Background: an optimization exercise with open tools, aiming at small area, a short achievable clock period and few clock cycles per item. Do not read the settings as production practice. RTL that was checked went through simulation tests only; none was proved equivalent to the original. The RTL of runs 2 to 5 was laid out without a check of its function. Power is estimated from default activity; no workload was simulated.

### flow/run.sh
#!/bin/bash
# synth_recipe.tcl (not shown) runs the flow's synth.tcl, then flattens the netlist and writes it again
# the make line also repeats each setting of config.mk as NAME=value (left out here)
make -C /OpenROAD-flow-scripts/flow DESIGN_CONFIG=/design/flow/config.mk WORK_HOME=/design/flow/orfs CLKGATE_MAP_FILE= SYNTH_SCRIPT=/design/flow/synth_recipe.tcl finish
### flow/config.mk
export PLATFORM = sky130hd
export DESIGN_NAME = sym_engine
export DESIGN_NICKNAME = sym_engine
export VERILOG_FILES = /design/flow/design.v
export SDC_FILE = /design/flow/constraint.sdc
export NUM_CORES = 4
export LEC_CHECK = 0
export CAP_MARGIN = 20
export CORE_MARGIN = 2
export CORE_UTILIZATION = 40
export SLEW_MARGIN = 20
### flow/constraint.sdc
create_clock -name core_clock -period 9.0 [get_ports {clk}]
set_input_delay 1.8000 -clock core_clock [delete_from_list [all_inputs] [get_ports {clk}]]
set_output_delay 1.8000 -clock core_clock [all_outputs]
set_load 0.01 [all_outputs]
### flow/design.v
module sym_engine (
    input  wire        clk,
    input  wire        rst,
    input  wire        cmd_valid,
    output wire        cmd_ready,
    input  wire [63:0] cmd_word,
    output wire        rsp_valid,
    input  wire        rsp_ready,
    output wire [63:0] rsp_word
);
  localparam [7:0] OP_SETDIM  = 8'h10;
  localparam [7:0] OP_SETMODE = 8'h11;
  localparam [7:0] OP_MAP     = 8'h12;
  reg [8:0] dim_w;    
  reg [8:0] dim_h;    
  reg [2:0] mode;     
  reg       o_valid;
  reg       o_res;    
  reg       o_last;   
  reg [7:0] o_op;
  reg       o_err, o_dim, o_mode, o_map;
  reg [7:0] o_a, o_c;
  reg [3:0] o_rm;     
  reg [1:0] o_j;
  assign cmd_ready = !o_valid || (rsp_ready && o_last);
  wire accept = cmd_valid && cmd_ready;
  wire take   = o_valid && rsp_ready;
  wire [7:0] op  = cmd_word[63:56];
  wire       rsv = cmd_word[55:32] != 24'd0;
  wire [15:0] xs = cmd_word[15:0];
  wire [15:0] ys = cmd_word[31:16];
  wire is_dim  = op == OP_SETDIM && !rsv;
  wire is_mode = op == OP_SETMODE && !rsv && cmd_word[31:3] == 29'd0 &&
                 cmd_word[2:0] != 3'd7;
  wire is_map  = op == OP_MAP && !rsv;
  function [8:0] clamp_dim;
    input [15:0] v;
    begin
      if (v[15] || v == 16'd0)                      clamp_dim = 9'd1;
      else if (v[14:9] != 6'd0 || (v[8] && v[7:0] != 8'd0)) clamp_dim = 9'd256;
      else                                          clamp_dim = v[8:0];
    end
  endfunction
  function sum1_eq;
    input [7:0] a;
    input [7:0] b;
    input [8:0] c;
    reg [8:0] cin;    
    reg [8:0] cout;   
    integer k;
    begin
      for (k = 0; k < 8; k = k + 1) begin
        cin[k]  = a[k] ^ b[k] ^ c[k];
        cout[k] = (a[k] & b[k]) | ((a[k] ^ b[k]) & ~c[k]);
      end
      cin[8] = c[8];
      cout[8] = 1'b0;
      sum1_eq = cin[0] && (cin[8:1] == cout[7:0]);
    end
  endfunction
  wire [7:0] x  = xs[7:0];
  wire [7:0] y  = ys[7:0];
  wire       xz = xs[15:8] == 8'd0;
  wire       yz = ys[15:8] == 8'd0;
  wire in0 = xz && yz && ({1'b0, x} < dim_w) && ({1'b0, y} < dim_h);
  wire in1 = xz && yz && ({1'b0, y} < dim_w) && ({1'b0, x} < dim_h);
  wire cx  = dim_w[0] && dim_w[8:1] == {1'b0, x};    
  wire cy  = dim_h[0] && dim_h[8:1] == {1'b0, y};    
  wire dg  = x == y;                                 
  wire ad  = sum1_eq(x, y, dim_w) && sum1_eq(x, y, dim_h);
  reg [3:0] mask;
  always @(*) begin
    case (mode)
      3'd1:    mask = {2'b00, in0 && !cx, in0};
      3'd2:    mask = {1'b0, in0 && !cy, 1'b0, in0};
      3'd3:    mask = {in0 && !cx && !cy, in0 && !cy, in0 && !cx, in0};
      3'd4:    mask = {in0 && !(cx && cy), 2'b00, in0};
      3'd5:    mask = {in1 && !dg, 2'b00, in0};
      3'd6:    mask = {in1 && !ad, 2'b00, in0};
      default: mask = {3'b000, in0};
    endcase
  end
  wire [3:0] rm_next  = o_rm & (o_rm - 4'd1);
  wire       rm_one   = o_rm != 4'd0 && rm_next == 4'd0;
  wire [3:0] rm_next2 = rm_next & (rm_next - 4'd1);
  wire       rmn_one  = rm_next != 4'd0 && rm_next2 == 4'd0;
  always @(posedge clk) begin
    if (rst) begin
      o_valid <= 1'b0;
      dim_w   <= 9'd1;
      dim_h   <= 9'd1;
      mode    <= 3'd0;
    end else if (accept) begin
      o_valid <= 1'b1;
      if (is_dim) begin
        dim_w <= clamp_dim(xs);
        dim_h <= clamp_dim(ys);
      end
      if (is_mode) mode <= cmd_word[2:0];
    end else if (take && o_last) begin
      o_valid <= 1'b0;
    end
  end
  always @(posedge clk) begin
    if (accept) begin
      o_res  <= 1'b1;
      o_last <= !(is_map && mask != 4'd0);
      o_op   <= op;
      o_err  <= !(is_dim || is_mode || is_map);
      o_dim  <= is_dim;
      o_mode <= is_mode;
      o_map  <= is_map;
      o_a    <= x;
      o_c    <= y;
      o_rm   <= mask;
      o_j    <= 2'd0;
    end else if (take) begin
      if (o_res) begin
        o_res  <= 1'b0;
        o_last <= rm_one;
      end else begin
        o_last <= rmn_one;
        o_rm   <= rm_next;
        o_j    <= o_j + 2'd1;
      end
    end
  end
  wire m5 = mode == 3'd5;
  wire m6 = mode == 3'd6;
  wire [8:0] sb = dim_w + {1'b0, ~(m6 ? o_c : o_a)};    
  wire [8:0] sd = dim_h + {1'b0, ~(m6 ? o_a : o_c)};    
  wire [7:0] b  = m5 ? o_c : sb[7:0];
  wire [7:0] d  = m5 ? o_a : sd[7:0];
  wire xsel = !o_rm[0] && (o_rm[1] || !o_rm[2]);    
  wire ysel = !o_rm[0] && !o_rm[1];                 
  wire [7:0] px = xsel ? b : o_a;
  wire [7:0] py = ysel ? d : o_c;
  wire [2:0] n = o_rm[0] + o_rm[1] + o_rm[2] + o_rm[3];
  wire [8:0] pay_lo = (o_dim ? dim_w : 9'd0) |
                      (o_mode ? {6'd0, mode} : 9'd0) |
                      (o_map ? {6'd0, n} : 9'd0);
  wire [8:0] pay_hi = o_dim ? dim_h : 9'd0;
  assign rsp_valid = o_valid;
  assign rsp_word = o_res ?
      {o_op, 3'd0, o_err, 4'd0, 23'd0, pay_hi, 7'd0, pay_lo} :
      {OP_MAP, 4'd0, 4'd1, 28'd0, o_last, 1'b0, o_j, py, px};
endmodule
==> reports/metrics.yaml, run 1 <==
run_status:
  status: "complete, no violations"
power_and_ir_drop:
  power.density_nw_per_um2: 130.0
  fin_total_pwr_uw: 909.6
  leakage_uw: 0.002716
  vdd_drop_max_v: 0.00006056
route:
  drcViolationCount: 0
  drt_wl_total_mm: 16.74
  antenna_left: 0
  vias_per_cell: 5.519
  routedWlPerCell_um: 18.76
  drt-pass1-iter-count: 5
  drt_iter0_markers: 397
  vias: 4923
synthesis:
  seq_area_frac_synth_pct: 26.80
  syn_inst: 615
  postSynthAreaPerCell_um2: 9.049
  async_flop_share_pct: 0
  synth-seq-cells: 58
  synth_edf_count: 33
  ys_types: 65
  yosys_warnings: 1
  ys.flop_type: "edfxtp_1"
  syn_area_um2: 5565
finish:
  layout_common_cells: "clkdlybuf4s50_1 (104), ha_1 (54), nand2_1 (48)"
  fill_cells: 1296
  n_antenna_cell: 0
  layout-drive-gt1-share_pct: 4.494
  nets: 848
  final_common_cell: "clkdlybuf4s50_1"
  final_core_util_pct: 50.99
  syn2layout_area_growth_pct: 25.70
timing:
  setup_tns_ps: 0
  hold_viol: 0
  relSlewSlack_pct: 38.60
  fin_ws_ps: 3372
  min_period_ps: 5628
  rsz0062_at_grt: "no"
  setup_viol: 0
  drv_slew: 0
  timing.fmax_mhz: 177.7
  finClkSkew_ps: 7.616
  min_period_over_period_pct: 62.53
  worstMarginPinSlew_ps: 918.1
clock_network:
  path_clk_slew_ps: 50
  insertion_delay_ps: 330
  cts_sinks: 58
  cts-root-buf: "clkbuf_16"
  cts_resized: 0
  post_cts_buffers: 0
  postCtsHoldBufs: 0
  cts_buffers: 9
  clk_path_buf_depth: 2
  htreeDepth: 3
  tritoncts: "done"
floorplan:
  die_w_um: 122.0
  chipHeight_um: 122.0
  core-area_um2: 13720
  io_pins: 134
  dieArea_um2: 14870
  start_util_pct: 40.57
  rows: 43
placed_design:
  dpl.hpwl_mm: 12.91
  pre_cts_slack_ps: 3748
  place_congestion: 0.9193
  port_buffers: 104
worst_setup_path:
  critPathMaxStageDelay_ps: 570
  start_kind: "flop"
  critical_path_class: "flop to output port"
  endpoint_kind: "output port"
  path_cells: "nand3b_1, buf_4, mux2_2, inv_1, ha_1, a21o_1, a211o_1, a2111oi_0, nor2_1, xnor2_1, o31ai_1, clkdlybuf4s50_1"
  rrSetupSlack_ps: 6200
  cp.required_ps: 7200
  crit_path_top_delay_cell: "clkdlybuf4s50_1"
  cp.arrival_ps: 3830
  cp_max_fo: 18
grt:
  grt.total_usage_pct: 23.68
  antenna_found_initial: 0
  gr-max-usage-layer: "met2"
  grt_max_degree: 49
  gr-total-overflow: 0
  grt_pass1_wl_mm: 26.57
  grtUsageMet1_pct: 33.20
  use_met3_pct: 2.903
  first_global_vias: 4841
  use_met2_pct: 37.81
worst_hold_path:
  min_path_type: "flop to flop"
job:
  drv_cap: 0
-- Yosys cell counts, drive strengths merged (8+ instances only) --
| library cell | number | share of area, % |
|---|---|---|
| a21o | 8 | 1.1 |
| nor3 | 13 | 1.2 |
| fa | 19 | 6.8 |
| xnor2 | 31 | 4.9 |
| nand2 | 49 | 3.3 |
| nand2b | 8 | 0.90 |
| mux2i | 21 | 3.8 |
| nor4 | 18 | 2.6 |
| nand4 | 9 | 1.0 |
| ha | 54 | 12 |
| dfxtp | 25 | 9.0 |
| o21ai | 24 | 2.2 |
| nor2 | 36 | 2.4 |
| xor2 | 15 | 2.4 |
| clkbuf | 20 | 1.3 |
| edfxtp | 33 | 18 |
| and2 | 9 | 1.0 |
| and3 | 11 | 1.3 |
| o211ai | 9 | 1.3 |
| a21oi | 26 | 2.3 |
| buf | 34 | 4.4 |
| nand3 | 27 | 2.5 |
| inv | 28 | 1.9 |
-- area by class of cell --
class | count | area (um^2) | area share (%)
clock buffers | 9 | 225.2 | 3.219
multi-input cells | 501 | 3752 | 53.64
inverters | 30 | 112.6 | 1.610
clock inverters | 7 | 125.1 | 1.789
flip-flops and latches | 58 | 1491 | 21.32
well taps | 180 | 225.2 | 3.219
repair buffers | 107 | 1064 | 15.20
-- sequential cells by signal (all words and copies together) (netlist names) --
register and flops:
o_valid 1, dim_w 9, o_err 1, mode 3, o_last 1, o_a 8, o_map 1, dim_h 9
o_c 8, o_rm 4, o_dim 1, o_op 8, o_mode 1, o_j 2, o_res 1
-- cells by family (layout without fill, tap and decap cells) --
kind of cell,after synthesis,in the layout,share of synthesized area [%]
simple gates,207,207,19.90
compound gates,123,123,15.11
buf+inv,84,153,7.734
fa+ha+maj,73,73,18.97
flops,58,58,26.80
xor+xnor,46,46,7.239
mux,23,23,4.182
other cells,1,29,0.06738
-- power by group --
group	switching [uW]	leakage, uW	internal, uW
combinational	105	0.00203	97.5
sequential	12.4	0.000519	294
clock	128	0.000171	273
total	246	0.00272	664
-- critical path, delay by kind of cell, from the launching register on --
kind,cells,cell delay (ps)
and+or+nand+nor,2,250
DFF,1,410
adders and majority gates,1,220
buffers and inverters,3,950
AOI/OAI and AO/OA,4,1110
muxes,1,410
xor gates and xnor gates,1,130
-- worst paths after layout --
path                               from                     to  cells after the start
hold / removal    dim_h[7]$_SDFFE_PP0P_  dim_h[7]$_SDFFE_PP0P_                      2
setup / recovery   mode[0]$_SDFFE_PP0P_            rsp_word[7]                     12
hold reg to reg   dim_h[7]$_SDFFE_PP0P_  dim_h[7]$_SDFFE_PP0P_                      2
setup reg to reg  dim_h[1]$_SDFFE_PP0P_       o_last$_DFFE_PP_                      8
-- per-layer routing --
layer / routed length [um] / part of all wire [%]
met5: 0 / 0
met1: 7638 / 46
met3: 861 / 5.1
met2: 7870 / 47
met4: 364 / 2.2
-- through the flow --
stage	cells	hold slack [ps]	instance area, um^2
4_1_cts	892	520.9	6992
3_5_place_dp	876	513.4	6641
5_1_grt	892	534.6	6995
2_1_floorplan	643	464.8	5670
6_report	892	524.7	6995
3_3_place_gp	876	489.8	6641
Testbench counts, summed over its fixed seeds: cycles 6,396, items 3,200.
==> run 2, diff against run 1 <==
--- a/flow/design.v
+++ b/flow/design.v
@@ -21,3 +21,3 @@
   reg       o_err, o_dim, o_mode, o_map;
-  reg [7:0] o_a, o_c;
+  reg [7:0] o_px, o_py;   
   reg [3:0] o_rm;     
@@ -82,6 +82,26 @@
   end
-  wire [3:0] rm_next  = o_rm & (o_rm - 4'd1);
-  wire       rm_one   = o_rm != 4'd0 && rm_next == 4'd0;
-  wire [3:0] rm_next2 = rm_next & (rm_next - 4'd1);
-  wire       rmn_one  = rm_next != 4'd0 && rm_next2 == 4'd0;
+  function [3:0] drop1;    
+    input [3:0] m;
+    begin
+      drop1 = {m[3] & (m[2] | m[1] | m[0]), m[2] & (m[1] | m[0]), m[1] & m[0], 1'b0};
+    end
+  endfunction
+  function [1:0] lowest;   
+    input [3:0] m;
+    begin
+      lowest = {!m[0] && !m[1], !m[0] && (m[1] || !m[2])};
+    end
+  endfunction
+  wire [3:0] rs   = o_res ? o_rm : drop1(o_rm);      
+  wire [1:0] prev = o_res ? 2'd0 : lowest(o_rm);
+  wire [1:0] tgt  = lowest(rs);
+  wire       fx   = prev[0] ^ tgt[0];
+  wire       fy   = prev[1] ^ tgt[1];
+  wire       rs_one = rs != 4'd0 && drop1(rs) == 4'd0;
+  wire m5 = mode == 3'd5;
+  wire m6 = mode == 3'd6;
+  wire [8:0] sb = dim_w + {1'b0, ~(m6 ? o_py : o_px)};    
+  wire [8:0] sd = dim_h + {1'b0, ~(m6 ? o_px : o_py)};    
+  wire [7:0] nx = m5 ? o_py : sb[7:0];
+  wire [7:0] ny = m5 ? o_px : sd[7:0];
   always @(posedge clk) begin
@@ -112,4 +132,4 @@
       o_map  <= is_map;
-      o_a    <= x;
-      o_c    <= y;
+      o_px   <= x;
+      o_py   <= y;
       o_rm   <= mask;
@@ -117,22 +137,10 @@
     end else if (take) begin
-      if (o_res) begin
-        o_res  <= 1'b0;
-        o_last <= rm_one;
-      end else begin
-        o_last <= rmn_one;
-        o_rm   <= rm_next;
-        o_j    <= o_j + 2'd1;
-      end
+      o_res  <= 1'b0;
+      o_last <= rs_one;
+      o_rm   <= rs;
+      if (!o_res) o_j <= o_j + 2'd1;
+      if (fx) o_px <= nx;
+      if (fy) o_py <= ny;
     end
   end
-  wire m5 = mode == 3'd5;
-  wire m6 = mode == 3'd6;
-  wire [8:0] sb = dim_w + {1'b0, ~(m6 ? o_c : o_a)};    
-  wire [8:0] sd = dim_h + {1'b0, ~(m6 ? o_a : o_c)};    
-  wire [7:0] b  = m5 ? o_c : sb[7:0];
-  wire [7:0] d  = m5 ? o_a : sd[7:0];
-  wire xsel = !o_rm[0] && (o_rm[1] || !o_rm[2]);    
-  wire ysel = !o_rm[0] && !o_rm[1];                 
-  wire [7:0] px = xsel ? b : o_a;
-  wire [7:0] py = ysel ? d : o_c;
   wire [2:0] n = o_rm[0] + o_rm[1] + o_rm[2] + o_rm[3];
@@ -145,3 +153,3 @@
       {o_op, 3'd0, o_err, 4'd0, 23'd0, pay_hi, 7'd0, pay_lo} :
-      {OP_MAP, 4'd0, 4'd1, 28'd0, o_last, 1'b0, o_j, py, px};
+      {OP_MAP, 4'd0, 4'd1, 28'd0, o_last, 1'b0, o_j, o_py, o_px};
 endmodule
==> run 2 against run 1 <==
- core utilization is 0.22 points lower
- register-to-register slack worse by 290 ps
- clock power is 22% lower
- non-clock buffer count is 3 higher
- via count is 3.9% higher
- clock skew hardly changed
- die area is 1.9% higher
- routed wire length is 0.31% higher
- combinational power is 18% higher
==> reports/metrics.yaml, run 2 <==
run_status:
  status: "complete, no violations"
synthesis:
  ys_types: 62
  postSynthAreaPerCell_um2: 8.768
  synth_common_cells: "nor2_1 (59), ha_1 (54), inv_1 (45)"
  async_flop_share_pct: 0
  ys.flop_type: "edfxtp_1"
  syn_inst: 647
  synth_edf_count: 33
  synth-seq-cells: 58
  seq_area_frac_synth_pct: 26.29
  yosys_warnings: 1
  synth_area_leaders: "edfxtp_1 (17%), ha_1 (12%), dfxtp_1 (8.8%)"
  syn_area_um2: 5673
  yosysTopAreaCellShare_pct: 17.47
  yosysTopAreaCell: "edfxtp_1"
  synthMostInstantiatedCell: "nor2_1"
floorplan:
  core-area_um2: 13880
  die_w_um: 123.1
  start_util_pct: 40.87
  rows: 43
  dieArea_um2: 15150
  chipHeight_um: 123.1
  io_pins: 134
timing:
  setup_tns_ps: 0
  finClkSkew_ps: 7.922
  rsz0062_at_grt: "no"
  min_period_over_period_pct: 53.05
  hold_viol: 0
  drv_slew: 0
  timing.fmax_mhz: 209.5
  worstMarginPinSlew_ps: 944.0
  min_period_ps: 4774
  relSlewSlack_pct: 36.72
  setup_viol: 0
finish:
  reg_top3: "dim_h x9, dim_w x9"
  final_core_util_pct: 50.77
  layout-drive-gt1-share_pct: 4.570
  layout_common_cells: "clkdlybuf4s50_1 (104), nor2_1 (59), ha_1 (54)"
  nets: 880
  syn2layout_area_growth_pct: 24.22
  final_common_cell: "clkdlybuf4s50_1"
  fill_cells: 1296
  n_antenna_cell: 0
route:
  drt_iter0_markers: 468
  vias_per_cell: 5.534
  antenna_left: 0
  drcViolationCount: 0
  vias: 5113
  drt-pass1-iter-count: 7
  routedWlPerCell_um: 18.17
  drt_wl_total_mm: 16.79
worst_setup_path:
  crit_path_top_delay_cell: "clkdlybuf4s50_1"
  critPathMaxStageDelay_ps: 540
  cp_max_fo: 3
  cp.arrival_ps: 2970
  start_kind: "input pin"
  critPathTopFamily: "buffers and inverters"
  critical_path_class: "input pin to output port"
  cp.required_ps: 7200
  crit_top_cell: "clkdlybuf4s50_1"
  endpoint_kind: "output port"
  path_cells: "clkdlybuf4s50_1, a21bo_2, clkdlybuf4s50_1"
  crit_buf_inv: 2
  rrSetupSlack_ps: 5910
grt:
  first_global_vias: 4982
  gr-total-overflow: 0
  antenna_found_initial: 0
  grt_pass1_wl_mm: 26.23
  grt.total_usage_pct: 22.76
  grt_max_degree: 57
worst_hold_path:
  min_path_type: "flop to flop"
job:
  drv_cap: 0
power_and_ir_drop:
  leakage_uw: 0.002664
  vdd_drop_max_v: 0.00006783
  power.density_nw_per_um2: 122.9
  fin_total_pwr_uw: 866.3
clock_network:
  cts_buffers: 9
  tritoncts: "done"
  insertion_delay_ps: 330
  cts_resized: 0
  postCtsHoldBufs: 0
  htreeDepth: 3
  post_cts_buffers: 0
  cts_sinks: 58
  cts-root-buf: "clkbuf_16"
  clk_path_buf_depth: 2
  path_clk_slew_ps: 50
placed_design:
  port_buffers: 104
  dpl.hpwl_mm: 13.15
  place_congestion: 0.8702
==> run 2: cell types whose count changed after synthesis, moves of 8 or more <==
cell,previous run,this run
mux2i_1,21,12
nor2b_1,5,15
inv_1,28,45
nor2_1,36,59
nand2_1,48,31
a21oi_1,26,34
==> run 2: worst reg2reg max path, cell delays in order (launching register included) <==
cell	delay, ps
dfxtp_1	430
nand3b_1	140
buf_4	320
mux2_2	410
inv_1	60
ha_1	210
a21oi_1	220
o211ai_1	150
a2111oi_0	420
nor3_1	160
xnor2_1	180
a31oi_1	100
==> run 2: cell families (layout without fill, tap and decap cells) <==
| logic type | Yosys count | in the layout | share of synthesized area, % |
|---|---|---|---|
| and+or+nand+nor | 210 | 210 | 19.52 |
| AOI/OAI and AO/OA | 141 | 141 | 16.85 |
| buffers and inverters | 102 | 171 | 8.690 |
| adders and majority gates | 73 | 73 | 18.61 |
| DFF | 58 | 58 | 26.29 |
| xor gates and xnor gates | 47 | 47 | 7.256 |
| muxes | 15 | 15 | 2.713 |
| other | 1 | 29 | 0.06610 |
==> run 2: path summary, 6_finish.rpt <==
check	to	start	cells past startpoint
setup / recovery	cmd_ready	rsp_ready	3
hold / removal	o_j[1]$_SDFFE_PP0P_	o_j[1]$_SDFFE_PP0P_	3
setup reg to reg	o_px[7]$_DFFE_PP_	mode[0]$_SDFFE_PP0P_	11
hold reg to reg	o_j[1]$_SDFFE_PP0P_	o_j[1]$_SDFFE_PP0P_	3
==> run 2: power breakdown <==
part,switching [uW],internal (uW)
clock,127,184
combinational,125,115
sequential,14.2,301
==> run 2: cell type report <==
class	count	area, um^2	share of cell area (%)
clock buffer	10	229.0	3.249
timing repair buffer	110	1086	15.41
tap	180	225.2	3.196
clock inverter	6	35.03	0.4972
sequential	58	1493	21.18
multi-input combinational	515	3810	54.07
inverter	45	168.9	2.397
==> run 2: layer usage <==
metal	vias up	GRT usage, %	part of all wire, %
li1	2465	-	-
met5	-	0	0
met2	186	36.12	47
met4	0	7.244	1.9
met1	2438	32.14	46
met3	24	3.044	5.8
==> run 2: stage by stage <==
step | hold slack, ps | setup slack [ps] | area [um^2] | std cells
2_1_floorplan | 500.1 | 5121 | 5778 | 675
3_3_place_gp | 515.8 | 4238 | 6783 | 908
3_5_place_dp | 533.1 | 4217 | 6783 | 908
4_1_cts | 542.2 | 4216 | 7047 | 924
5_1_grt | 562.3 | 4145 | 7047 | 924
6_report | 547.5 | 4226 | 7047 | 924
==> run 3, diff against run 2 <==
==> flow/flow/run.sh (new file) <==
#!/bin/bash
# The standard layout, with plain buffers (buf_2) on the ports instead of
# the default delay-cell buffers. Each tool's output is in standard.log.
set -euo pipefail
cd "$(dirname "$0")/.."
export BUFFER_PORTS_ARGS="-buffer_cell sky130_fd_sc_hd__buf_2"
bash standard.sh finish > standard.log 2>&1
==> flow/standard.sh (new file) <==
#!/bin/bash
# synth_recipe.tcl (not shown) runs the flow's synth.tcl, then flattens the netlist and writes it again
# the make line also repeats each setting of config.mk as NAME=value (left out here)
make -C /OpenROAD-flow-scripts/flow DESIGN_CONFIG=/design/flow/config.mk WORK_HOME=/design/flow/orfs CLKGATE_MAP_FILE= SYNTH_SCRIPT=/design/flow/synth_recipe.tcl "${@:-finish}"
removed: flow/run.sh
==> run 3 against run 2 <==
- maximum frequency rose by 8.1%
- core utilization fell by 3.6 points
- power rose by 0.34%
- worst setup slack improved by 360 ps
- critical path depth rose by 3
- via count fell by 0.86%
- worst hold slack improved by 9.8 ps
- global-route usage fell by 0.14 points
- synthesized cell count did not move
- highest routed layer unchanged
==> reports/metrics.yaml, run 3 <==
run_status:
  status: "complete, no violations"
synthesis:
  seq_area_frac_synth_pct: 26.29
  syn_area_um2: 5673
  synth_area_leaders: "edfxtp_1 (17%), ha_1 (12%), dfxtp_1 (8.8%)"
  synth-seq-cells: 58
  yosysTopAreaCellShare_pct: 17.47
  syn_inst: 647
  synth_edf_count: 33
  synth_common_cells: "nor2_1 (59), ha_1 (54), inv_1 (45)"
  ys_types: 62
  postSynthAreaPerCell_um2: 8.768
  yosys_warnings: 1
  yosysTopAreaCell: "edfxtp_1"
  ys.flop_type: "edfxtp_1"
  synthMostInstantiatedCell: "nor2_1"
  async_flop_share_pct: 0
finish:
  multi_input_area_um2: 3805
  n_antenna_cell: 0
  layout-drive-gt1-share_pct: 18.41
  nets: 880
  instances_no_fill: 924
  syn2layout_area_growth_pct: 15.35
  seq_area_um2: 1493
  layout_common_cells: "buf_2 (104), nor2_1 (59), ha_1 (54)"
  final_common_cell: "buf_2"
  reg_top3: "dim_h x9, dim_w x9"
  fill_cells: 1398
timing:
  setup_tns_ps: 0
  relSlewSlack_pct: 36.90
  min_period_over_period_pct: 49.09
  min_period_ps: 4418
  setup_viol: 0
  worstMarginPinSlew_ps: 946.5
  rsz0062_at_grt: "no"
  drv_slew: 0
  finClkSkew_ps: 4.505
  hold_viol: 0
  fin_hold_ws_ps: 557.3
  fin_ws_ps: 4582
  timing.fmax_mhz: 226.3
clock_network:
  clk_path_buf_depth: 2
  insertion_delay_ps: 340
  cts_resized: 0
  path_clk_slew_ps: 50
  htreeDepth: 3
  cts-root-buf: "clkbuf_16"
  cts_buffers: 9
  postCtsHoldBufs: 0
  cts_sinks: 58
  post_cts_buffers: 0
  tritoncts: "done"
route:
  drt_iter0_markers: 349
  drt-pass1-iter-count: 5
  routedWlPerCell_um: 17.90
  antenna_left: 0
  drcViolationCount: 0
  vias_per_cell: 5.486
  drt_wl_total_mm: 16.54
  vias: 5069
power_and_ir_drop:
  vdd_drop_max_v: 0.00008573
  leakage_uw: 0.002726
  fin_total_pwr_uw: 869.3
  power.density_nw_per_um2: 132.8
worst_setup_path:
  endpoint_kind: "output port"
  rrSetupSlack_ps: 5920
  start_kind: "flop"
  critical_path_class: "flop to output port"
  cp_max_fo: 9
  cp.arrival_ps: 2620
  cp.required_ps: 7200
floorplan:
  dieArea_um2: 15150
  chipHeight_um: 123.1
  start_util_pct: 40.87
  rows: 43
  core-area_um2: 13880
  die_w_um: 123.1
  io_pins: 134
placed_design:
  port_buffers: 104
  pre_cts_slack_ps: 4802
  place_congestion: 0.8463
  dpl.hpwl_mm: 12.84
  dp.cells: 908
worst_hold_path:
  min_path_type: "flop to flop"
grt:
  grt.total_usage_pct: 22.62
  antenna_found_initial: 0
  gr-total-overflow: 0
  first_global_vias: 4940
  grt_max_degree: 57
  grt_pass1_wl_mm: 25.98
job:
  drv_cap: 0
-- run 3: cell count changes in the layout (fill, tap and decap cells not counted) --
cell	change
bufinv_16	+1
clkinvlp_4	-1
nor3_1	+1
nor3_2	-1
buf_2	+104
clkdlybuf4s50_1	-104
-- run 3: final cells by class --
class,instances,area share (%)
Clock buffer,10,3.499
Clock inverter,6,0.8795
Inverter,45,2.581
Multi-Input combinational cell,515,58.15
Sequential cell,58,22.81
Tap cell,180,3.442
Timing Repair Buffer,110,8.642
-- run 3: critical path: stages, from the launching register on --
cell and delay (ps):
edfxtp_1 540, fa_1 520, ha_1 200, ha_1 280, a222oi_1 440, a21oi_1 120, buf_2 190
-- run 3: path summary, 6_finish.rpt --
kind,startpoint,end,cells after the start
worst max-delay path,o_rm[0]$_DFFE_PP_,rsp_word[1],6
worst min-delay path,o_j[1]$_SDFFE_PP0P_,o_j[1]$_SDFFE_PP0P_,3
worst max register to register,mode[0]$_SDFFE_PP0P_,o_px[7]$_DFFE_PP_,11
worst min register to register,o_j[1]$_SDFFE_PP0P_,o_j[1]$_SDFFE_PP0P_,3
-- run 3: through the flow --
stage / util, % / cell area, um^2
6_report: 47.14 / 6544
3_3_place_gp: 45.08 / 6257
4_1_cts: 47.14 / 6544
3_5_place_dp: 45.08 / 6257
5_1_grt: 47.14 / 6544
2_1_floorplan: - / 5778
-- run 3: cells by family (layout without fill, tap and decap cells) --
kind of cell | count (synthesis) | count (layout) | share of synthesized area (%)
AND/OR/NAND/NOR | 210 | 210 | 19.52
AO/OA/AOI/OAI | 141 | 141 | 16.85
buffers and inverters | 102 | 171 | 8.690
adder cells (fa/ha/maj) | 73 | 73 | 18.61
flip-flops | 58 | 58 | 26.29
XOR/XNOR | 47 | 47 | 7.256
multiplexers | 15 | 15 | 2.713
other | 1 | 29 | 0.06610
-- run 3: per-layer routing --
| metal | share of wire, % | global-route usage, % |
|---|---|---|
| met1 | 46 | 31.18 |
| met2 | 47 | 36.64 |
| met3 | 5.6 | 3.413 |
| met4 | 1.5 | 6.960 |
| met5 | 0 | 0 |
-- run 3: power by group --
| group | internal (uW) | leakage (uW) | switching, uW | total (uW) |
|---|---|---|---|---|
| clock | 212 | 0.000134 | 131 | 342 |
| combinational | 87.4 | 0.00207 | 118 | 205 |
| sequential | 301 | 0.000519 | 20.7 | 322 |
==> run 4, diff against run 3 <==
--- a/flow/design.v
+++ b/flow/design.v
@@ -20,3 +20,3 @@
   reg [7:0] o_op;
-  reg       o_err, o_dim, o_mode, o_map;
+  reg       o_err;
   reg [7:0] o_px, o_py;   
@@ -69,3 +69,3 @@
   wire dg  = x == y;                                 
-  wire ad  = sum1_eq(x, y, dim_w) && sum1_eq(x, y, dim_h);
+  wire ad  = dim_w == dim_h && sum1_eq(x, y, dim_w);
   reg [3:0] mask;
@@ -129,5 +129,2 @@
       o_err  <= !(is_dim || is_mode || is_map);
-      o_dim  <= is_dim;
-      o_mode <= is_mode;
-      o_map  <= is_map;
       o_px   <= x;
@@ -145,3 +142,8 @@
   end
-  wire [2:0] n = o_rm[0] + o_rm[1] + o_rm[2] + o_rm[3];
+  wire [2:0] n = {o_rm[3] & o_rm[1],
+                  o_rm[0] & (o_rm[1] | o_rm[2] | o_rm[3]) & !(o_rm[1] & o_rm[3]),
+                  (o_rm[0] & !(o_rm[1] | o_rm[2] | o_rm[3])) | (o_rm[3] & !o_rm[0])};
+  wire o_dim  = !o_err && o_op[1:0] == 2'd0;
+  wire o_mode = !o_err && o_op[1:0] == 2'd1;
+  wire o_map  = !o_err && o_op[1:0] == 2'd2;
   wire [8:0] pay_lo = (o_dim ? dim_w : 9'd0) |
==> run 4 against run 3 <==
- critical endpoint is now rsp_word[17]
- sequential power down 5%
- final area shrank 7.1%
- cell count shrank 3.2%
- clock power fell by 39%
- clock skew increased by 1.8 ps
- register-to-register slack worse by 90 ps
- core utilization down 1.0 points
- sequential cell count is 3 lower
==> reports/metrics.yaml, run 4 <==
run_status:
  status: "complete, no violations"
grt:
  grt.total_usage_pct: 22.78
  grt_max_degree: 50
  gr-total-overflow: 0
  first_global_vias: 4772
  grt_pass1_wl_mm: 25.54
  antenna_found_initial: 0
synthesis:
  syn_inst: 632
  yosysTopAreaCellShare_pct: 16.77
  async_flop_share_pct: 0
  seq_area_frac_synth_pct: 26.08
  synth_edf_count: 30
  synth-seq-cells: 55
  synth_common_cells: "ha_1 (50), nand2_1 (50), a21oi_1 (42)"
  postSynthAreaPerCell_um2: 8.501
  syn_area_um2: 5373
  ys.flop_type: "edfxtp_1"
  yosys_warnings: 1
  ys_types: 64
  synth_area_leaders: "edfxtp_1 (17%), ha_1 (12%), dfxtp_1 (9.3%)"
  yosysTopAreaCell: "edfxtp_1"
timing:
  timing.fmax_mhz: 240.4
  relSlewSlack_pct: 31.85
  hold_viol: 0
  setup_tns_ps: 0
  worstMarginPinSlew_ps: 1020
  finClkSkew_ps: 6.264
  min_period_over_period_pct: 46.22
  rsz0062_at_grt: "no"
  drv_slew: 0
  min_period_ps: 4160
  setup_viol: 0
  fin_hold_ws_ps: 541.0
worst_setup_path:
  cp.required_ps: 7200
  cp-startpoint: "o_res$_SDFFE_PP1P_"
  crit_buf_inv: 3
  cp.arrival_ps: 2360
  crit_path_top_delay_cell: "dfxtp_1"
  start_kind: "flop"
  r2r_start: "mode[0]$_SDFFE_PP0P_"
  critPathTopFamily: "buffers and inverters"
  endpoint_kind: "output port"
  crit_top_cell: "buf_4"
  rrSetupSlack_ps: 5830
  reg2regPathDepth: 11
  path_cells: "buf_4, nand2b_1, nor3_1, buf_4, nand2_1, o21ai_0, buf_2"
  cp_max_fo: 21
  critPathCapture: "rsp_word[17]"
  critical_path_class: "flop to output port"
  reg2reg_to: "o_py[7]$_DFFE_PP_"
  crit_cells: 7
  critPathMaxStageDelay_ps: 600
clock_network:
  insertion_delay_ps: 300
  path_clk_slew_ps: 80
  clk_path_buf_depth: 2
  tritoncts: "done"
  cts_sinks: 55
  post_cts_buffers: 0
  cts_buffers: 5
  postCtsHoldBufs: 0
  cts_resized: 0
  cts-root-buf: "clkbuf_16"
  htreeDepth: 2
power_and_ir_drop:
  leakage_uw: 0.002588
  swShare_pct: 32.87
  fin_total_pwr_uw: 706.5
  p_int_uw: 474.3
  p_seq_share_pct: 43.4
  clockPowerShare_pct: 29.8
  power_frac_comb_pct: 26.9
  power.switching_uw: 232.3
  power.density_nw_per_um2: 116.2
  vdd_drop_max_v: 0.00007922
route:
  drt-pass1-iter-count: 5
  drt_iter0_markers: 381
  vias_per_cell: 5.630
  antenna_left: 0
  vias: 5033
  drt_wl_total_mm: 16.36
  drcViolationCount: 0
  routedWlPerCell_um: 18.30
placed_design:
  dp.cells: 886
  port_buffers: 104
  dpl.hpwl_mm: 12.55
  place_congestion: 0.8754
finish:
  syn2layout_area_growth_pct: 13.20
  final_core_util_pct: 46.11
  layout_common_cells: "buf_2 (104), nand2_1 (50), ha_1 (50)"
  reg_top3: "dim_h x9, dim_w x9"
  fill_cells: 1309
  final_common_cell: "buf_2"
  layout-drive-gt1-share_pct: 17.97
  instances_no_fill: 894
  nets: 845
  n_antenna_cell: 0
job:
  drv_cap: 0
floorplan:
  core-area_um2: 13190
  start_util_pct: 40.73
  dieArea_um2: 14370
  chipHeight_um: 119.9
  io_pins: 134
  rows: 42
  die_w_um: 119.9
worst_hold_path:
  min_path_type: "flop to flop"
-- run 4: how the worst min path moves through the flow --
stage,start,end,slack (ps),cells past startpoint
floorplan,dim_h[7]$_SDFFE_PP0P_,dim_h[7]$_SDFFE_PP0P_,480,2
global placement,o_j[1]$_SDFFE_PP0P_,o_j[1]$_SDFFE_PP0P_,520,3
detailed placement,dim_h[7]$_SDFFE_PP0P_,dim_h[7]$_SDFFE_PP0P_,530,2
CTS,dim_h[7]$_SDFFE_PP0P_,dim_h[7]$_SDFFE_PP0P_,540,2
global route,dim_h[7]$_SDFFE_PP0P_,dim_h[7]$_SDFFE_PP0P_,580,2
finish,dim_h[7]$_SDFFE_PP0P_,dim_h[7]$_SDFFE_PP0P_,540,2
-- run 4: cell type report --
cell class	count	area, um^2	share of cell area (%)
multi-input combinational	511	3613	59.41
sequential	55	1401	23.04
timing repair buffer	110	565.5	9.298
tap	176	220.2	3.621
inverter	34	127.6	2.098
clock buffer	5	125.1	2.057
clock inverter	3	28.78	0.4732
-- run 4: power by group through the flow --
stage / Sequential (uW) / Clock [uW] / Combinational [uW]
floorplan: 299 / 0 / 137
global placement: 311 / 0 / 184
detailed placement: 312 / 0 / 188
CTS: 306 / 213 / 189
global route: 309 / 220 / 213
finish: 306 / 210 / 190
-- run 4: through the flow --
step	cell area, um^2	setup WS [ps]
floorplan	5478	5196
global placement	5928	4825
detailed placement	5928	4780
CTS	6082	4825
global route	6082	4669
finish	6082	4840
-- run 4: metal layers --
metal / share of wire, % / vias to the layer above / global-route usage (%) / wire length, um
met4: 2.1 / 0 / 6.324 / 345
met3: 6.5 / 24 / 3.612 / 1062
met5: 0 / - / 0 / 0
met1: 44 / 2410 / 31.42 / 7206
li1: - / 2388 / - / -
met2: 47 / 211 / 37.04 / 7745
-- run 4: worst reg2reg max path: stages (launching register included) --
cell and delay [ps]:
dfxtp_1 460, nand3b_1 150, buf_4 340, mux2_2 420, inv_1 70, ha_1 220, a21oi_1 200, o211ai_1 140
a2111oi_0 400, nor3_1 140, xnor2_1 150, a211oi_1 290
-- run 4: kinds of logic after synthesis --
group	count (synthesis)	synth area share, %
compound gates	135	16.72
xor+xnor	45	7.336
fa+ha+maj	60	15.37
buf+inv	94	8.617
flops	55	26.08
mux	20	3.773
other cells	1	0.06980
simple gates	222	22.03
==> run 5, diff against run 4 <==
--- a/flow/config.mk
+++ b/flow/config.mk
@@ -10,2 +10,3 @@
 export CORE_UTILIZATION = 40
+export SETUP_SLACK_MARGIN = 5
 export SLEW_MARGIN = 20
==> run 5 against run 4 <==
- still clean
- final area rose by 0.70%
- combinational power about the same
- clock skew grew 0.55 ps
- synthesized area unchanged
- core utilization grew 0.32 points
- sequential cell count unchanged
- register-to-register slack barely moved
- synthesized cell count stayed put
- via count rose by 0.70%
- critical path type is now input pin to output port
- largest cell class unchanged
- worst setup slack better by 140 ps
- critical endpoint is now cmd_ready
- non-clock buffer count rose by 1
==> reports/metrics.yaml, run 5 <==
timing:
  timing.fmax_mhz: 249.0
  setup_viol: 0
  min_period_over_period_pct: 44.63
  setup_tns_ps: 0
  drv_slew: 0
  hold_viol: 0
  rsz0062_at_grt: "yes"
  fin_ws_ps: 4983
  worstMarginPinSlew_ps: 745.5
  finClkSkew_ps: 6.809
  min_period_ps: 4017
  relSlewSlack_pct: 49.91
worst_setup_path:
  path_cells: "buf_6, a21bo_4, buf_6"
  critPathMaxStageDelay_ps: 210
  cp_max_fo: 3
  endpoint_kind: "output port"
  cp.required_ps: 7200
  start_kind: "input pin"
  crit_top_cell: "buf_6"
  cp.arrival_ps: 2220
  critical_path_class: "input pin to output port"
  crit_path_top_delay_cell: "a21bo_4"
floorplan:
  start_util_pct: 40.73
  core-area_um2: 13190
  io_pins: 134
  die_w_um: 119.9
  dieArea_um2: 14370
  rows: 42
  chipHeight_um: 119.9
route:
  drcViolationCount: 0
  drt_wl_total_mm: 16.36
  routedWlPerCell_um: 18.28
  drt-pass1-iter-count: 5
  vias: 5068
  met1_length_mm: 7.074
  highest_layer: "met4"
  antenna_left: 0
  met2WireLength_mm: 7.808
  vias_per_cell: 5.663
  dr_wl_met3_mm: 1.149
  drt_iter0_markers: 378
synthesis:
  synth-seq-cells: 55
  synth_area_leaders: "edfxtp_1 (17%), ha_1 (12%), dfxtp_1 (9.3%)"
  synth_edf_count: 30
  postSynthAreaPerCell_um2: 8.501
  seq_area_frac_synth_pct: 26.08
  syn_inst: 632
  yosysTopAreaCell: "edfxtp_1"
  syn_area_um2: 5373
  ys_types: 64
  async_flop_share_pct: 0
  yosysTopAreaCellShare_pct: 16.77
  synth_common_cells: "ha_1 (50), nand2_1 (50), a21oi_1 (42)"
  yosys_warnings: 1
  ys.flop_type: "edfxtp_1"
finish:
  reg_top3: "dim_h x9, dim_w x9"
  n_antenna_cell: 0
  instances_no_fill: 895
  syn2layout_area_growth_pct: 14.00
  layout_common_cells: "buf_2 (102), nand2_1 (50), ha_1 (50)"
  layout-drive-gt1-share_pct: 18.78
  final_common_cell: "buf_2"
  final_core_util_pct: 46.43
  nets: 846
  fin_area_um2: 6125
clock_network:
  htreeDepth: 2
  tritoncts: "done"
  insertion_delay_ps: 310
  cts_buffers: 5
  cts-root-buf: "clkbuf_16"
  cts_sinks: 55
  clk_path_buf_depth: 2
  path_clk_slew_ps: 70
  postCtsHoldBufs: 0
power_and_ir_drop:
  power.density_nw_per_um2: 115.9
  leakage_uw: 0.002600
  vdd_drop_max_v: 0.00007973
placed_design:
  dp.cells: 886
  dpl.hpwl_mm: 12.55
  port_buffers: 104
  pre_cts_slack_ps: 4780
  place_congestion: 0.8754
  placement.cell_area_um2: 5928
grt:
  grt_pass1_wl_mm: 25.56
  antenna_found_initial: 0
  gr-total-overflow: 0
  grt.total_usage_pct: 22.79
  first_global_vias: 4774
  grt_max_degree: 50
run_status:
  status: "complete, no violations"
job:
  drv_cap: 0
worst_hold_path:
  min_path_type: "flop to flop"
[run 5: changes by cell type in the layout (fill, tap and decap cells not counted), sizes merged]
cell | before | now
clkinv | 1 | 0
clkinvlp | 0 | 1
buf | 110 | 111
[run 5: repair_timing]
item                                    CTS  global route
resized for setup                         4             5
endpoints found under the setup margin   12            30
pin swaps                                 1             1
buffers inserted                          0             1
[run 5: metal layers]
metal,track usage (%),up-vias
li1,-,2393
met1,31.45,2449
met2,37.04,203
met3,3.612,23
met4,6.324,0
met5,0,-
[run 5: final timing paths]
kind / start / end / slack [ps] / cells after the start
hold / removal: dim_h[7]$_SDFFE_PP0P_ / dim_h[7]$_SDFFE_PP0P_ / 540 / 2
hold reg to reg: dim_h[7]$_SDFFE_PP0P_ / dim_h[7]$_SDFFE_PP0P_ / 540 / 2
setup / recovery: rsp_ready / cmd_ready / 4980 / 3
setup reg to reg: mode[0]$_SDFFE_PP0P_ / o_py[7]$_DFFE_PP_ / 5820 / 11
[run 5: critical path: cells and delay by family]
family	cells	cell delay [ps]
AO/OA/AOI/OAI	1	210
buffers and inverters	2	210
[run 5: metrics by stage]
step / hold slack [ps] / power (uW)
global placement: 518.3 / 495.2
detailed placement: 530.3 / 500.1
floorplan: 480.0 / 436.3
global route: 576.3 / 744.5
CTS: 540.9 / 709.6
finish: 541.9 / 709.7
[run 5: logic make-up after synthesis]
family	share of synthesized area (%)
buffers and inverters	8.617
other	0.06980
muxes	3.773
DFF	26.08
xor gates and xnor gates	7.336
adders and majority gates	15.37
AOI/OAI and AO/OA	16.72
and+or+nand+nor	22.03
[run 5: cell type report]
cell class | instances | area [um^2]
inverters | 34 | 131.4
well taps | 176 | 220.2
clock buffers | 5 | 125.1
multi-input cells | 511 | 3627
clock inverters | 3 | 28.78
fillers | 1308 | 7066
repair buffers | 111 | 589.3
flip-flops and latches | 55 | 1403
[run 5: where the power goes]
part / total (uW) / internal, uW / switching, uW / leakage (uW)
logic: 192 / 82.2 / 109 / 0.00203
registers: 307 / 286 / 20.1 / 0.000488
clock network: 212 / 108 / 104 / 0.0000767
==> run 6, diff against run 5 <==
--- a/flow/design.v
+++ b/flow/design.v
@@ -60,2 +60,12 @@
   endfunction
+  function lt8;
+    input [7:0] a;
+    input [7:0] b;
+    integer k;
+    begin
+      lt8 = 1'b0;
+      for (k = 0; k < 8; k = k + 1)
+        lt8 = (a[k] ^ b[k]) ? b[k] : lt8;
+    end
+  endfunction
   wire [7:0] x  = xs[7:0];
@@ -64,4 +74,6 @@
   wire       yz = ys[15:8] == 8'd0;
-  wire in0 = xz && yz && ({1'b0, x} < dim_w) && ({1'b0, y} < dim_h);
-  wire in1 = xz && yz && ({1'b0, y} < dim_w) && ({1'b0, x} < dim_h);
+  wire in0 = xz && yz && (dim_w[8] || lt8(x, dim_w[7:0])) &&
+                         (dim_h[8] || lt8(y, dim_h[7:0]));
+  wire in1 = xz && yz && (dim_w[8] || lt8(y, dim_w[7:0])) &&
+                         (dim_h[8] || lt8(x, dim_h[7:0]));
   wire cx  = dim_w[0] && dim_w[8:1] == {1'b0, x};    
--- a/flow/config.mk
+++ b/flow/config.mk
@@ -10,3 +10,2 @@
 export CORE_UTILIZATION = 40
-export SETUP_SLACK_MARGIN = 5
 export SLEW_MARGIN = 20
==> run 6 against run 5 <==
- synthesized cell count decreased by 2.7%
- still clean on timing, DRC and antenna
- via count is 6.1% lower
- core utilization decreased by 0.56 points
- non-clock buffer count shrank 2
- maximum frequency down 11%
- first-iteration DRC count is 13% lower
- sequential share of layout area rose by 1.4 points
- largest power group unchanged
- synthesized area down 4.4%
- final area fell by 5.9%
- global-route usage down 1.3 points
==> reports/metrics.yaml, run 6 <==
finish:
  layout_common_cells: "buf_2 (104), nor2_1 (55), a21oi_1 (36)"
  final_common_cell: "buf_2"
  n_antenna_cell: 0
  reg_top3: "dim_h x9, dim_w x9"
  syn2layout_area_growth_pct: 12.28
  fin_area_um2: 5766
  layout-drive-gt1-share_pct: 18.80
  nets: 785
timing:
  setup_viol: 0
  relSlewSlack_pct: 35.15
  timing.fmax_mhz: 222.2
  fin_hold_ws_ps: 494.4
  drv_slew: 0
  worstMarginPinSlew_ps: 963.9
  fin_ws_ps: 4500
  rsz0062_at_grt: "no"
  setup_tns_ps: 0
  finClkSkew_ps: 4.994
  min_period_over_period_pct: 50.00
  hold_viol: 0
  min_period_ps: 4500
worst_setup_path:
  cp.arrival_ps: 4740
  start_kind: "input pin"
  cp_max_fo: 25
  critical_path_class: "input pin to flop"
  cp.required_ps: 9240
  rrSetupSlack_ps: 5780
  critPathMaxStageDelay_ps: 980
  crit_path_top_delay_cell: "nor4_1"
  crit_buf_inv: 1
  reg2regPathDepth: 12
  crit_cells: 8
  endpoint_kind: "flop"
  path_cells: "buf_2, nor4b_1, nand4_1, nor4_1, nand2_1, nor4_1, a22oi_1, nor2_1"
  critPathTopFamily: "simple AND/OR/NAND/NOR gates"
  crit_top_cell: "nor4_1"
  reg2reg_to: "o_py[7]$_DFFE_PP_"
  r2r_start: "mode[0]$_SDFFE_PP0P_"
placed_design:
  dpl.hpwl_mm: 11.70
  placement.cell_area_um2: 5625
  port_buffers: 104
  place_congestion: 0.9046
  pre_cts_slack_ps: 4249
floorplan:
  die_w_um: 117.3
  rows: 41
  start_util_pct: 40.86
  chipHeight_um: 117.3
  dieArea_um2: 13760
  core-area_um2: 12570
  io_pins: 134
route:
  antenna_left: 0
  drt_iter0_markers: 329
  drt-pass1-iter-count: 4
  drt_wl_total_mm: 15.13
  routedWlPerCell_um: 17.63
  drcViolationCount: 0
  vias: 4761
  vias_per_cell: 5.549
grt:
  first_global_vias: 4616
  grt_pass1_wl_mm: 24.07
  antenna_found_initial: 0
  gr-total-overflow: 0
  grt_max_degree: 39
  grt.total_usage_pct: 21.53
clock_network:
  cts_buffers: 5
  path_clk_slew_ps: 70
  cts_resized: 0
  cts_sinks: 55
  post_cts_buffers: 0
  cts-root-buf: "clkbuf_16"
  htreeDepth: 2
  clk_path_buf_depth: 2
  postCtsHoldBufs: 0
  tritoncts: "done"
  insertion_delay_ps: 300
synthesis:
  yosysTopAreaCellShare_pct: 17.54
  synth-seq-cells: 55
  synth_area_leaders: "edfxtp_1 (18%), dfxtp_1 (9.7%), ha_1 (5.4%)"
  ys_types: 67
  yosys_warnings: 1
  synth_common_cells: "nor2_1 (55), clkbuf_1 (40), a21oi_1 (36)"
  syn_area_um2: 5135
  async_flop_share_pct: 0
  ys.flop_type: "edfxtp_1"
  syn_inst: 615
  seq_area_frac_synth_pct: 27.29
  synth_edf_count: 30
  postSynthAreaPerCell_um2: 8.349
  yosysTopAreaCell: "edfxtp_1"
  synthMostInstantiatedCell: "nor2_1"
worst_hold_path:
  holdCritStartpoint: "o_j[0]$_SDFFE_PP0P_"
  min_path_type: "flop to flop"
  holdPathEnd: "o_j[0]$_SDFFE_PP0P_"
  whs_path_depth: 2
power_and_ir_drop:
  leakage_uw: 0.002499
  vdd_drop_max_v: 0.00007520
  power.density_nw_per_um2: 118.2
job:
  drv_cap: 0
run_status:
  status: "complete, no violations"
==> run 6: cell types whose count changed in the layout (fill, tap and decap cells not counted), moves of 5 or more <==
cell,before,now
a22oi_1,0,14
nand3_1,24,15
nand2b_1,8,14
nor2_1,37,55
xor2_1,9,17
nor3_1,22,14
a21oi_1,42,36
xnor2_1,36,27
nand2_1,50,27
maj3_1,0,5
nor2b_1,12,22
ha_1,50,22
==> run 6: worst max-delay path by stage <==
stage,start,end
after CTS,cmd_word[58],dim_h[7]$_SDFFE_PP0P_
after global placement,cmd_word[58],dim_h[7]$_SDFFE_PP0P_
after detailed placement,cmd_word[58],dim_h[7]$_SDFFE_PP0P_
after floorplan,cmd_word[10],o_last$_DFFE_PP_
final,cmd_word[58],dim_h[2]$_SDFFE_PP0P_
after global routing,cmd_word[58],dim_h[1]$_SDFFE_PP0P_
==> run 6: kinds of logic (layout without fill, tap and decap cells) <==
kind of cell               Yosys count  in the layout  synth area share [%]
AOI/OAI and AO/OA                  133            133                 17.62
xor gates and xnor gates            44             44                 7.505
adders and majority gates           37             37                 10.23
buffers and inverters              105            148                 9.819
DFF                                 55             55                 27.29
muxes                               24             24                 4.727
other                                1             29               0.07303
and+or+nand+nor                    216            216                 22.73
==> run 6: where the power goes <==
group	leakage, uW	switching, uW	internal [uW]
Clock	0.0000712	96.0	103
Sequential	0.000489	19.4	287
Combinational	0.00194	102	73.5
Total	0.00250	218	464
==> run 6: area by class of cell <==
cell class                 count  area [um^2]
fill                        1293         6803
multi-input combinational    483         3334
sequential                    55         1401
timing repair buffer         109        558.0
tap                          172        215.2
clock buffer                   6        128.9
inverter                      31        116.4
clock inverter                 2        11.26
==> run 6: stage by stage <==
stage	std cells	power (uW)	util (%)
3_5_place_dp	850	487.0	44.76
4_1_cts	858	685.0	45.87
5_1_grt	858	718.2	45.87
6_report	858	681.3	45.87
3_3_place_gp	850	482.3	44.76
2_1_floorplan	643	431.3	-
==> run 6: worst register-to-register path: stages (launching register included) <==
cell       delay (ps)
dfxtp_1           430
nand3b_1          140
buf_4             330
mux2_2            410
inv_1              60
ha_1              220
a21o_1            180
a21oi_1           220
o21bai_1          130
a2111oi_0         420
nor3_1            130
mux2i_1           190
o211ai_1          110
==> run 6: metal layers <==
layer	up-vias	wire length (um)	global-route usage (%)
met3	17	1087	2.626
met1	2251	6630	29.38
li1	2279	-	-
met5	-	0	0
met4	0	240	5.949
met2	214	7167	35.96
Testbench counts of run 6, summed over its fixed seeds: cycles 6,396, items 3,200.
==> run 7, diff against run 6 <==
--- a/flow/config.mk
+++ b/flow/config.mk
@@ -10,2 +10,3 @@
 export CORE_UTILIZATION = 40
+export SETUP_SLACK_MARGIN = 5
 export SLEW_MARGIN = 20
==> run 7 against run 6 <==
- synthesized cell count stayed put
- non-clock buffer count rose by 2
- die area unchanged
- synthesized area unchanged
- sequential share of layout area is 0.37 points lower
- clock skew rose by 2.2 ps
- worst hold slack improved by 7.0 ps
- sequential cell count stayed put
- maximum frequency increased by 12%
- cell count increased by 0.23%
- clock-buffer cell count decreased by 1
- critical path type unchanged
- critical endpoint is now o_last$_DFFE_PP_
- largest cell class unchanged
- highest routed layer unchanged
==> reports/metrics.yaml, run 7 <==
worst_setup_path:
  cp_max_fo: 3
  critPathTopFamily: "simple AND/OR/NAND/NOR gates"
  reg2regPathDepth: 12
  critical_path_class: "input pin to flop"
  cp.arrival_ps: 4060
  cp.required_ps: 9040
  r2r_start: "mode[2]$_SDFFE_PP0P_"
  reg2reg_to: "o_py[7]$_DFFE_PP_"
  endpoint_kind: "flop"
  critPathCapture: "o_last$_DFFE_PP_"
  start_kind: "input pin"
  cp-startpoint: "cmd_word[10]"
  crit_top_cell: "or4_4"
  crit_cells: 7
  crit_path_top_delay_cell: "or4_4"
  crit_buf_inv: 1
  rrSetupSlack_ps: 5370
  critPathMaxStageDelay_ps: 530
  path_cells: "buf_6, or4_4, or4_4, or4_4, a2111o_1, o31ai_2, a31oi_1"
route:
  routedWlPerCell_um: 18.00
  drcViolationCount: 0
  drt_iter0_markers: 350
  antenna_left: 0
  vias: 4820
  vias_per_cell: 5.605
  drt_wl_total_mm: 15.48
  drt-pass1-iter-count: 5
worst_hold_path:
  min_path_type: "flop to flop"
timing:
  drv_slew: 0
  timing.fmax_mhz: 249.0
  worstMarginPinSlew_ps: 861.1
  relSlewSlack_pct: 42.53
  min_period_over_period_pct: 44.62
  finClkSkew_ps: 7.217
  rsz0062_at_grt: "yes"
  fin_hold_ws_ps: 501.4
  min_period_ps: 4015
  hold_viol: 0
  setup_tns_ps: 0
  setup_viol: 0
synthesis:
  synthMostInstantiatedCell: "nor2_1"
  yosysTopAreaCellShare_pct: 17.54
  yosysTopAreaCell: "edfxtp_1"
  synth_area_leaders: "edfxtp_1 (18%), dfxtp_1 (9.7%), ha_1 (5.4%)"
  seq_area_frac_synth_pct: 27.29
  async_flop_share_pct: 0
  synth-seq-cells: 55
  synth_common_cells: "nor2_1 (55), clkbuf_1 (40), a21oi_1 (36)"
  syn_area_um2: 5135
  postSynthAreaPerCell_um2: 8.349
  ys.flop_type: "edfxtp_1"
  ys_types: 67
  yosys_warnings: 1
  syn_inst: 615
  synth_edf_count: 30
placed_design:
  port_buffers: 104
  place_congestion: 0.9360
  dpl.hpwl_mm: 11.80
clock_network:
  insertion_delay_ps: 310
  clk_path_buf_depth: 2
  cts_sinks: 55
  postCtsHoldBufs: 0
  cts-root-buf: "clkbuf_16"
  path_clk_slew_ps: 80
  cts_buffers: 5
  tritoncts: "done"
  htreeDepth: 2
finish:
  layout_common_cells: "buf_2 (101), nor2_1 (55), a21oi_1 (36)"
  final_core_util_pct: 46.59
  fill_cells: 1226
  n_antenna_cell: 0
  final_common_cell: "buf_2"
  syn2layout_area_growth_pct: 14.04
  layout-drive-gt1-share_pct: 19.91
  reg_top3: "dim_h x9, dim_w x9"
  nets: 787
grt:
  grt.total_usage_pct: 22.11
  first_global_vias: 4722
  antenna_found_initial: 0
  grt_max_degree: 39
  grt_pass1_wl_mm: 24.71
  gr-total-overflow: 0
job:
  drv_cap: 0
floorplan:
  start_util_pct: 40.86
  dieArea_um2: 13760
  die_w_um: 117.3
  core-area_um2: 12570
  io_pins: 134
  rows: 41
  chipHeight_um: 117.3
power_and_ir_drop:
  power.density_nw_per_um2: 119.2
  leakage_uw: 0.002537
  vdd_drop_max_v: 0.00008260
run_status:
  status: "complete, no violations"
-- run 7: cell counts after synthesis --
Identical to the previous run, type by type.
-- run 7: power breakdown --
part / switching (uW) / leakage, uW / internal, uW
logic: 104 / 0.00197 / 74.9
registers: 19.6 / 0.000489 / 287
clock network: 106 / 0.0000767 / 107
total: 230 / 0.00254 / 468
-- run 7: per-layer routing --
layer,up-vias,wire [um],global-route usage (%)
li1,2277,-,-
met1,2336,6849,30.23
met2,183,7518,36.59
met3,24,837,2.383
met4,0,274,7.229
met5,-,0,0
-- run 7: timing repair --
item,CTS,global route
endpoints found under the setup margin,15,20
gates resized for setup,6,5
pin swaps,1,2
setup buffers,0,2
-- run 7: cell families after synthesis --
| group | synth area share, % |
|---|---|
| AOI/OAI and AO/OA | 17.62 |
| xor gates and xnor gates | 7.505 |
| adders and majority gates | 10.23 |
| buffers and inverters | 9.819 |
| DFF | 27.29 |
| muxes | 4.727 |
| other | 0.07303 |
| and+or+nand+nor | 22.73 |
-- run 7: how the worst min path moves through the flow --
stage                                to  depth (start not counted)                 from
floorplan           o_j[0]$_SDFFE_PP0P_                          2  o_j[0]$_SDFFE_PP0P_
global placement    o_j[0]$_SDFFE_PP0P_                          2  o_j[0]$_SDFFE_PP0P_
detailed placement  o_j[0]$_SDFFE_PP0P_                          2  o_j[0]$_SDFFE_PP0P_
CTS                 o_j[0]$_SDFFE_PP0P_                          2  o_j[0]$_SDFFE_PP0P_
global route        o_j[0]$_SDFFE_PP0P_                          2  o_j[0]$_SDFFE_PP0P_
finish              o_j[0]$_SDFFE_PP0P_                          2  o_j[0]$_SDFFE_PP0P_
-- run 7: final cells by class --
type	instances	area, um^2	area share [%]
Tap cell	172	215.2	3.675
Clock buffer	5	125.1	2.137
Multi-Input combinational cell	483	3379	57.71
Timing Repair Buffer	111	591.8	10.11
Sequential cell	55	1401	23.93
Inverter	31	116.4	1.987
Clock inverter	3	26.28	0.4487
-- run 7: stage by stage --
| step | std cells | power (uW) | cell area (um^2) | worst slack (ps) |
|---|---|---|---|---|
| floorplan | 643 | 431.3 | 5240 | 4887 |
| global placement | 850 | 481.7 | 5625 | 4332 |
| detailed placement | 850 | 486.4 | 5625 | 4228 |
| CTS | 858 | 698.1 | 5816 | 4954 |
| global route | 860 | 733.1 | 5856 | 4900 |
| finish | 860 | 698.2 | 5856 | 4985 |
-- run 7: worst min-delay path, delay by kind of cell (launching register included) --
| kind | cells | cell delay, ps |
|---|---|---|
| AO/OA/AOI/OAI | 2 | 130 |
| flip-flops | 1 | 330 |
==> run 8, diff against run 7 <==
--- a/flow/flow/run.sh
+++ b/flow/flow/run.sh
@@ -1,3 +1,3 @@
 #!/bin/bash
-# The standard layout, with plain buffers (buf_2) on the ports instead of
+# The standard layout, with plain buffers (sky130_fd_sc_hd__buf_2) on the ports instead of
 # the default delay-cell buffers. Each tool's output is in standard.log.
--- a/flow/config.mk
+++ b/flow/config.mk
@@ -10,2 +10,3 @@
 export CORE_UTILIZATION = 40
+export CTS_BUF_LIST = sky130_fd_sc_hd__clkbuf_8
 export SETUP_SLACK_MARGIN = 5
==> run 8 against run 7 <==
- global-route usage down 0.13 points
- power down 8.0%
- critical endpoint unchanged
- synthesized cell count is the same
- largest cell class unchanged
- core utilization is 0.63 points lower
- clock power is 26% lower
- maximum frequency decreased by 0.15%
==> reports/metrics.yaml, run 8 <==
run_status:
  status: "complete, no violations"
worst_setup_path:
  reg2reg_to: "o_py[7]$_DFFE_PP_"
  critPathTopFamily: "simple AND/OR/NAND/NOR gates"
  cp_max_fo: 3
  cp.arrival_ps: 4100
  crit_buf_inv: 1
  start_kind: "input pin"
  cp.required_ps: 9080
  r2r_start: "mode[2]$_SDFFE_PP0P_"
  crit_cells: 7
  critPathCapture: "o_last$_DFFE_PP_"
  endpoint_kind: "flop"
  crit_path_top_delay_cell: "or4_4"
  critical_path_class: "input pin to flop"
  reg2regPathDepth: 12
  critPathMaxStageDelay_ps: 550
  path_cells: "buf_2, or4_1, or4_4, or4_4, a2111o_1, o31ai_2, a31oi_1"
  rrSetupSlack_ps: 5390
  cp-startpoint: "cmd_word[10]"
  crit_top_cell: "or4_4"
grt:
  grt_pass1_wl_mm: 24.63
  gr-total-overflow: 0
  grt.total_usage_pct: 21.98
  antenna_found_initial: 0
  first_global_vias: 4681
  grt_max_degree: 39
worst_hold_path:
  min_path_type: "flop to flop"
power_and_ir_drop:
  vdd_drop_max_v: 0.00005706
  leakage_uw: 0.002503
  fin_total_pwr_uw: 642.4
  power.density_nw_per_um2: 111.2
finish:
  layout-drive-gt1-share_pct: 19.65
  fin_area_um2: 5777
  n_antenna_cell: 0
  final_common_cell: "buf_2"
  instances_no_fill: 859
  nets: 786
  layout_common_cells: "buf_2 (102), nor2_1 (55), a21oi_1 (36)"
  multi_input_area_um2: 3369
  seq_area_um2: 1403
  reg_top3: "dim_h x9, dim_w x9"
  syn2layout_area_growth_pct: 12.50
  fill_cells: 1237
floorplan:
  rows: 41
  io_pins: 134
  dieArea_um2: 13760
  die_w_um: 117.3
  start_util_pct: 40.86
  chipHeight_um: 117.3
  core-area_um2: 12570
synthesis:
  ys_types: 67
  yosys_warnings: 1
  synth_edf_count: 30
  postSynthAreaPerCell_um2: 8.349
  yosysTopAreaCell: "edfxtp_1"
  synth_common_cells: "nor2_1 (55), clkbuf_1 (40), a21oi_1 (36)"
  synthMuxAreaShare_pct: 4.727
  synth-xor-area-share_pct: 7.505
  synth_area_leaders: "edfxtp_1 (18%), dfxtp_1 (9.7%), ha_1 (5.4%)"
  synth_fa_ha_area_share_pct: 10.23
  synthMostInstantiatedCell: "nor2_1"
  ys.flop_type: "edfxtp_1"
  syn_area_um2: 5135
  synth-seq-cells: 55
  yosys.area_share.simple_pct: 22.73
  synth_top_family_by_area: "simple AND/OR/NAND/NOR gates"
  yosysTopAreaCellShare_pct: 17.54
  synth_compound_area_share_pct: 17.62
  syn_inst: 615
  async_flop_share_pct: 0
  seq_area_frac_synth_pct: 27.29
timing:
  min_period_ps: 4021
  relSlewSlack_pct: 42.16
  finClkSkew_ps: 9.098
  timing.fmax_mhz: 248.7
  min_period_over_period_pct: 44.68
  hold_viol: 0
  rsz0062_at_grt: "yes"
  worstMarginPinSlew_ps: 866.6
  setup_viol: 0
  drv_slew: 0
  fin_ws_ps: 4979
  setup_tns_ps: 0
placed_design:
  dp.cells: 850
  placement.cell_area_um2: 5625
  pre_cts_slack_ps: 4228
  dpl.hpwl_mm: 11.80
  place_congestion: 0.9360
  port_buffers: 104
route:
  drt_wl_total_mm: 15.41
  antenna_left: 0
  routedWlPerCell_um: 17.93
  vias: 4788
  drt-pass1-iter-count: 5
  drcViolationCount: 0
  drt_iter0_markers: 402
  vias_per_cell: 5.574
clock_network:
  path_clk_slew_ps: 120
  postCtsHoldBufs: 0
  cts_sinks: 55
  insertion_delay_ps: 340
  cts-root-buf: "clkbuf_8"
  tritoncts: "done"
  htreeDepth: 2
  cts_buffers: 5
  clk_path_buf_depth: 2
job:
  drv_cap: 0
[run 8: cell counts after synthesis]
Identical to the previous run, type by type.
[run 8: layout make-up]
cell class | instances | share of cell area, %
Clock buffer | 5 | 1.191
Clock inverter | 3 | 0.4548
Inverter | 31 | 2.014
Multi-Input combinational cell | 483 | 58.33
Sequential cell | 55 | 24.28
Tap cell | 172 | 3.725
Timing Repair Buffer | 110 | 10.01
[run 8: power by group]
group | total, uW | switching (uW) | internal, uW
logic | 179 | 104 | 74.9
clock network | 157 | 98.9 | 58.3
registers | 306 | 19.4 | 287
total | 642 | 222 | 420
[run 8: cells by family (layout without fill, tap and decap cells)]
kind of cell | count (synthesis) | in the layout
compound gates | 133 | 133
simple gates | 216 | 216
fa+ha+maj | 37 | 37
other cells | 1 | 29
mux | 24 | 24
flops | 55 | 55
xor+xnor | 44 | 44
buf+inv | 105 | 149
[run 8: through the flow]
step	utilization [%]	hold slack, ps
floorplan	-	458.6
global placement	44.76	468.9
finish	45.96	506.7
CTS	45.90	512.5
global route	45.96	538.1
detailed placement	44.76	495.3
[run 8: timing repair]
| action | in CTS | in global routing |
|---|---|---|
| endpoints found under the setup margin | 15 | 20 |
| resized for setup | 7 | 2 |
| gates cloned | 0 | 0 |
| pin swaps | 1 | 1 |
| setup buffers | 1 | 0 |
[run 8: worst min path at each step]
stage	from	to	slack, ps	cells after the start
6_report	o_j[0]$_SDFFE_PP0P_	o_j[0]$_SDFFE_PP0P_	510	2
5_1_grt	o_j[0]$_SDFFE_PP0P_	o_j[0]$_SDFFE_PP0P_	540	2
4_1_cts	o_j[0]$_SDFFE_PP0P_	o_j[0]$_SDFFE_PP0P_	510	2
3_5_place_dp	o_j[0]$_SDFFE_PP0P_	o_j[0]$_SDFFE_PP0P_	500	2
3_3_place_gp	o_j[0]$_SDFFE_PP0P_	o_j[0]$_SDFFE_PP0P_	470	2
2_1_floorplan	o_j[0]$_SDFFE_PP0P_	o_j[0]$_SDFFE_PP0P_	460	2
[run 8: worst min-delay path, stage by stage, from the launching register on]
cell and delay [ps]:
dfxtp_1 340, o21ai_0 70, a21oi_1 60
[run 8: per-layer routing]
metal	wire [um]	vias to the layer above	track usage, %
met5	0	-	0
met3	735	17	2.189
li1	-	2275	-
met2	7514	167	36.81
met4	217	0	6.024
met1	6938	2329	30.26

-- what the ideal ports hide --
How much do the figures lean on ideal ports? The routed layouts below were timed once more, with nothing changed but the port constraints.
Step 1 sets driving cells, clkbuf_16 on the clock port and buf_2 on the other inputs (assumed; they add their load-dependent delay and slew).
Step 2, shift: input delay + t, output delay - t, t = (earliest + latest rising clock arrival at the registers) / 2. This alone moves slack from input paths to output paths.
a / b / c = no drivers / after step 1 / after step 2; a / b = the first two.
| run | t (ns) | setup WS [ns] | worst register clock-pin slew, ns |
|---|---|---|---|
| run 1 | 0.370 | 3.372 / 3.332 / 3.702 | 0.06 / 0.06 |
| run 2 | 0.371 | 4.226 / 4.201 / 4.201 | 0.06 / 0.06 |
| run 3 | 0.379 | 4.582 / 4.543 / 4.759 | 0.05 / 0.05 |
| run 4 | 0.343 | 4.840 / 4.798 / 4.739 | 0.08 / 0.08 |
| run 5 | 0.345 | 4.983 / 4.947 / 4.915 | 0.08 / 0.08 |
| run 6 | 0.340 | 4.500 / 4.520 / 4.180 | 0.07 / 0.07 |
| run 7 | 0.349 | 4.985 / 4.947 / 4.647 | 0.08 / 0.08 |
| run 8 | 0.369 | 4.979 / 4.951 / 4.628 | 0.12 / 0.12 |
After both steps every run listed still meets setup and hold. The setup slack of run 8, which loses most, moves by -0.028 ns with the drivers and by -0.351 ns with both steps.
